This is an optimization exercise on Yosys and OpenROAD, whose aim is small area, a short achievable clock period and few clock cycles, not a production implementation.
Function was checked by simulation only, so behaviour that the tests miss may differ from the original.
Power is estimated from default activity; no workload was simulated.

==> flow/design.v <==
module frame_codec (
    input  wire        clk,
    input  wire        rst,           
    input  wire        tx_start,
    input  wire [16:0] tx_len,
    output wire        tx_busy,
    output reg  [1:0]  tx_status,
    output reg  [2:0]  tx_cause,
    output reg  [16:0] tx_flen,
    output wire        txpay_re,
    output wire [15:0] txpay_addr,
    input  wire [7:0]  txpay_rdata,
    output reg         txfrm_we,
    output reg  [16:0] txfrm_addr,
    output reg  [7:0]  txfrm_wdata,
    input  wire        rx_start,
    input  wire [16:0] rx_len,
    input  wire        rx_mode,       
    output wire        rx_busy,
    output reg  [2:0]  rx_status,
    output reg  [2:0]  rx_cause,
    output wire [16:0] rx_consumed,
    output reg  [3:0]  rx_flags,      
    output reg  [1:0]  rx_payidx,
    output reg  [15:0] rx_paylen,
    output reg  [16:0] rx_fsize,
    output reg         rxbuf_re,
    output reg  [16:0] rxbuf_addr,
    input  wire [7:0]  rxbuf_rdata,
    output reg         rxpay_we,
    output reg  [15:0] rxpay_addr,
    output reg  [7:0]  rxpay_wdata
);
    localparam [1:0] TX_NONE = 2'd0, TX_BUSY = 2'd1, TX_OK = 2'd2, TX_FAULT = 2'd3;
    localparam [2:0] RX_NONE = 3'd0, RX_BUSY = 3'd1, RX_NOFRAME = 3'd2, RX_ACCEPT = 3'd3,
                     RX_DISCARD = 3'd4, RX_FAULT = 3'd5;
    localparam [2:0] C_NONE = 3'd0, C_EMPTY = 3'd1, C_TOO_LONG = 3'd2,
                     C_INVALID_CRC = 3'd3, C_INVALID_TERM = 3'd4;
    function [15:0] crc_upd;
        input [15:0] c;
        input [7:0]  b;
        integer i;
        reg [15:0] r;
        begin
            r = c;
            for (i = 7; i >= 0; i = i - 1) begin
                if (r[15] ^ b[i]) r = {r[14:0], 1'b0} ^ 16'h1021;
                else              r = {r[14:0], 1'b0};
            end
            crc_upd = r;
        end
    endfunction
    localparam [2:0] T_IDLE = 3'd0, T_H1 = 3'd1, T_H2 = 3'd2, T_PAY = 3'd3,
                     T_CRCH = 3'd4, T_CRCL = 3'd5, T_TERM = 3'd6, T_FIN = 3'd7;
    reg [2:0]  tx_st;
    reg        tx_bsy;
    reg        tx_long;
    reg        tx_rd;        
    reg        tx_v1;        
    reg [7:0]  tx_d1;
    reg [15:0] tx_crc;
    wire        tx_fault = (tx_len == 17'd0) || tx_len[16];
    wire [16:0] tx_ainc  = txfrm_addr + 17'd1;
    assign tx_busy    = tx_bsy;    
    assign txpay_re   = tx_rd;
    assign txpay_addr = txfrm_addr[15:0];
    always @(posedge clk) begin
        txfrm_addr <= (tx_st != T_IDLE) ? tx_ainc : 17'd0;
        tx_d1      <= txpay_rdata;
        tx_v1      <= tx_rd;
        if (tx_v1) tx_crc <= crc_upd(tx_crc, txpay_rdata);
        if (rst) begin
            tx_st     <= T_IDLE;
            tx_bsy    <= 1'b0;
            tx_rd     <= 1'b0;
            tx_v1     <= 1'b0;
            txfrm_we  <= 1'b0;
            tx_status <= TX_NONE;
            tx_cause  <= C_NONE;
            tx_flen   <= 17'd0;
        end else begin
            if (tx_v1) tx_flen[15:0] <= tx_flen[15:0] - 16'd1;
            if (tx_st == T_H1 ? tx_flen[15:0] == 16'd1 : tx_flen[15:0] == 16'd2) tx_rd <= 1'b0;
            case (tx_st)
                T_IDLE: if (tx_start) begin
                    tx_bsy      <= 1'b1;
                    tx_status   <= TX_BUSY;
                    tx_cause    <= (tx_len == 17'd0) ? C_EMPTY : tx_len[16] ? C_TOO_LONG : C_NONE;
                    tx_flen     <= {1'b0, tx_len[15:0]};
                    tx_long     <= |tx_len[15:8];
                    txfrm_we    <= !tx_fault;
                    txfrm_wdata <= {7'd1, |tx_len[15:8]};
                    tx_rd       <= !tx_fault;
                    tx_st       <= tx_fault ? T_FIN : T_H1;
                end
                T_H1: begin
                    tx_crc      <= 16'h0000;
                    txfrm_wdata <= tx_long ? tx_flen[15:8] : tx_flen[7:0];
                    tx_st       <= tx_long ? T_H2 : T_PAY;
                end
                T_H2: begin
                    txfrm_wdata <= tx_flen[7:0];
                    tx_st       <= T_PAY;
                end
                T_PAY: begin
                    txfrm_wdata <= tx_long ? tx_d1 : txpay_rdata;
                    if (tx_long ? !tx_v1 : !tx_rd) tx_st <= T_CRCH;
                end
                T_CRCH: begin
                    txfrm_wdata <= tx_crc[15:8];
                    tx_st       <= T_CRCL;
                end
                T_CRCL: begin
                    txfrm_wdata <= tx_crc[7:0];
                    tx_st       <= T_TERM;
                end
                T_TERM: begin
                    txfrm_wdata <= 8'h03;
                    tx_st       <= T_FIN;
                end
                default: begin  
                    tx_bsy    <= 1'b0;
                    txfrm_we  <= 1'b0;
                    tx_status <= txfrm_we ? TX_OK : TX_FAULT;
                    tx_flen   <= txfrm_we ? tx_ainc : 17'd0;
                    tx_st     <= T_IDLE;
                end
            endcase
        end
    end
    reg        rx_bsy;
    reg        rx_m0, rx_m1, rx_ha, rx_hb, rx_hc, rx_sz, rx_dt;
    reg        rx_moder;
    reg [15:0] rx_crc;
    reg [16:0] rx_cons;      
    reg        rx_consv;     
    assign rx_consumed = rx_consv ? rx_fsize : 17'd0;
    assign rx_busy = rx_bsy;
    wire        rx_take   = rx_start && (!rx_len[16] || rx_len[15:0] <= 16'd5);
    wire        rx_m_s    = (rxbuf_rdata == 8'h02);
    wire        rx_m_l    = (rxbuf_rdata == 8'h03);
    wire [15:0] rx_cnt    = rx_cons[15:0];
    wire [15:0] rx_crcn   = crc_upd(rx_crc, rxbuf_rdata);
    wire        rx_cmpl   = (rx_cons >= rx_fsize);
    wire        rx_termok = (rxbuf_rdata == 8'h03);
    wire        rx_crcz   = (rx_crc == 16'h0000);
    wire [16:0] rx_fscur  = {1'b0, rx_payidx[0] ? rx_paylen[15:8] : 8'd0, rxbuf_rdata} +
                            (rx_payidx[0] ? 17'd6 : 17'd5);
    task rx_finish;
        input [2:0]  status;
        input [2:0]  cause;
        input        cons;
        begin
            rx_status   <= status;
            rx_cause    <= cause;
            rx_consv    <= cons;
            rxbuf_re    <= 1'b0;
            rx_bsy      <= 1'b0;
        end
    endtask
    always @(posedge clk) begin
        rxbuf_addr  <= rxbuf_re ? rxbuf_addr + 17'd1 : {16'd0, rx_m1};
        rxpay_addr  <= rxpay_we ? rxpay_addr + 16'd1 : 16'd0;
        rxpay_wdata <= rxbuf_rdata;
        rxpay_we    <= 1'b0;
        rx_m0 <= 1'b0; rx_m1 <= 1'b0; rx_ha <= 1'b0; rx_hb <= 1'b0;
        rx_hc <= 1'b0; rx_sz <= 1'b0; rx_dt <= 1'b0;
        if (rx_sz || (rx_dt && rxbuf_re)) rx_crc <= rx_crcn;
        if (rst) begin
            rx_bsy      <= 1'b0;
            rxbuf_re    <= 1'b0;
            rx_status   <= RX_NONE;
            rx_cause    <= C_NONE;
            rx_consv    <= 1'b0;
            rx_flags    <= 4'd0;
            rx_payidx   <= 2'd0;
            rx_paylen   <= 16'd0;
            rx_fsize    <= 17'd0;
        end else begin
            if (!rx_bsy) begin
                rx_moder <= rx_mode;
                rx_cons  <= rx_len;
            end
            if (!rx_bsy && rx_take) begin
                rx_bsy      <= 1'b1;
                rx_status   <= RX_BUSY;
                rxbuf_re    <= (rx_len != 17'd0);
                rx_m0       <= 1'b1;
            end
            if (rx_m0) begin
                rx_fsize  <= 17'd0;
                rx_payidx <= 2'd0;
                rx_paylen <= 16'd0;
                rx_flags  <= 4'd0;
                rx_cause  <= C_NONE;
                rx_crc    <= 16'h0000;
                rxbuf_re  <= 1'b0;
                if (!rxbuf_re) rx_finish(RX_NOFRAME, C_NONE, 1'b0);
                else           rx_m1 <= 1'b1;
            end
            if (rx_m1) begin
                if (rx_m_s || rx_m_l) rx_payidx <= rx_m_s ? 2'd2 : 2'd3;
                if (!(rx_m_s || rx_m_l) || rx_cons == 17'd1) begin
                    rx_finish(RX_NOFRAME, C_NONE, 1'b0);
                end else begin
                    rxbuf_re <= 1'b1;
                    rx_ha    <= 1'b1;
                end
            end
            if (rx_ha) begin
                if (!(rx_cons > 17'd2)) rxbuf_re <= 1'b0;
                rx_hb <= 1'b1;
            end
            if (rx_hb) begin
                if (!(rx_cons > 17'd3)) rxbuf_re <= 1'b0;
                if (rx_payidx[0]) begin
                    rx_paylen[15:8] <= rxbuf_rdata;
                    if (!rxbuf_re) rx_finish(RX_NOFRAME, C_NONE, 1'b0);
                    else           rx_hc <= 1'b1;
                end else begin
                    rx_paylen[7:0] <= rxbuf_rdata;
                    rx_fsize       <= rx_fscur;
                    rx_flags[0]    <= 1'b1;
                    rx_sz          <= 1'b1;
                end
            end
            if (rx_hc) begin
                if (!(rx_cons > 17'd4)) rxbuf_re <= 1'b0;
                rx_paylen[7:0] <= rxbuf_rdata;
                rx_fsize       <= rx_fscur;
                rx_flags[0]    <= 1'b1;
                rx_sz          <= 1'b1;
            end
            if (rx_sz) rx_cons[15:0] <= rx_paylen;
            if (rx_sz) begin
                if (!rx_cmpl) begin
                    rx_finish(RX_NOFRAME, C_NONE, 1'b0);
                end else begin
                    rx_flags[1]       <= 1'b1;
                    rxpay_we          <= |rx_paylen;
                    rx_dt             <= 1'b1;
                end
            end
            if (rx_dt) begin
                if (rxbuf_re) begin
                    rxpay_we          <= |rx_cnt[15:1];
                    rx_cons[15:0]     <= rx_cnt - 16'd1;
                    if (rx_cnt == 16'd0) rxbuf_re <= 1'b0;
                    rx_dt             <= 1'b1;
                end else begin
                    rx_flags[2] <= rx_crcz;
                    rx_flags[3] <= rx_termok;
                    if (!rx_crcz) begin
                        if (!rx_moder) rx_finish(RX_DISCARD, C_NONE, 1'b1);
                        else           rx_finish(RX_FAULT, C_INVALID_CRC, 1'b0);
                    end else if (!rx_termok) begin
                        rx_finish(RX_FAULT, C_INVALID_TERM, 1'b0);
                    end else begin
                        rx_finish(RX_ACCEPT, C_NONE, 1'b1);
                    end
                end
            end
        end
    end
endmodule
export LEC_CHECK = 0
export CAP_MARGIN = 20
export CORE_MARGIN = 2
export CORE_UTILIZATION = 40
export CTS_CLUSTER_DIAMETER = 100
export CTS_CLUSTER_SIZE = 24
export SETUP_SLACK_MARGIN = 2.7
export SLEW_MARGIN = 20
export TNS_END_PERCENT = 20
create_clock -name core_clock -period 5.0 [get_ports {clk}]
standard.sh (not shown) runs the stock make flow with config.mk's settings and CLKGATE_MAP_FILE= SYNTH_SCRIPT=/design/flow/synth_recipe.tcl, a recipe that flattens the netlist after the stock synthesis.
==> flow/flow/run.sh <==
#!/bin/bash
# Layout flow: the standard ORFS flow (standard.sh), with every input and
# output port buffered by the smallest buffer, sky130_fd_sc_hd__buf_1, in place
# of the buffer ORFS picks by default. The flow settings come from config.mk
# through config.mk as usual.
set -euo pipefail
bash standard.sh "BUFFER_PORTS_ARGS=-buffer_cell sky130_fd_sc_hd__buf_1" finish > standard_flow.log 2>&1
Testbench counts at the start, summed over its fixed seeds: cycles 43,666.
Rerun with:
Settings changed: CTS_CLUSTER_SIZE 24 to 30.
- The changed run completed with no timing, DRC or antenna violations
- final area stays flat
- global-route usage is about the same
- power shrinks by 0.90%
- sequential power hardly moves
- cell count stays flat
- worst setup slack improved by 0.025 ns
- utilization is lower by 0.10 points
- fmax increases by 1.1%
- wire length stays flat
- hold slack barely changes

-- afterwards: timing with drivers on the ports --
Ports are ideal in the flow. The routed layouts listed here were re-timed in OpenROAD. Step 1 assumes that a clkbuf_16 drives the clock port and a buf_2 every other input. Step 2 adds t to the input delays and takes it off the output delays; t is the mean of the earliest and latest rising clock arrival at the registers after step 1. Input paths then give back, and output paths get back, about the clock's delay inside the block. a / b / c = ideal ports / drivers / drivers and shift; a / b = the first two.
| run | t (ns) | setup WS [ns] | worst setup path after step 2 |
|---|---|---|---|
| the first run | 0.522 | 2.647 / 2.626 / 2.150 | input to register |
| the second run | 0.519 | 2.672 / 2.625 / 2.222 | input to register |
After both steps setup and hold are still met in every run listed. The setup slack of the first run, which loses most, moves by -0.021 ns with the drivers and by -0.497 ns with both steps.
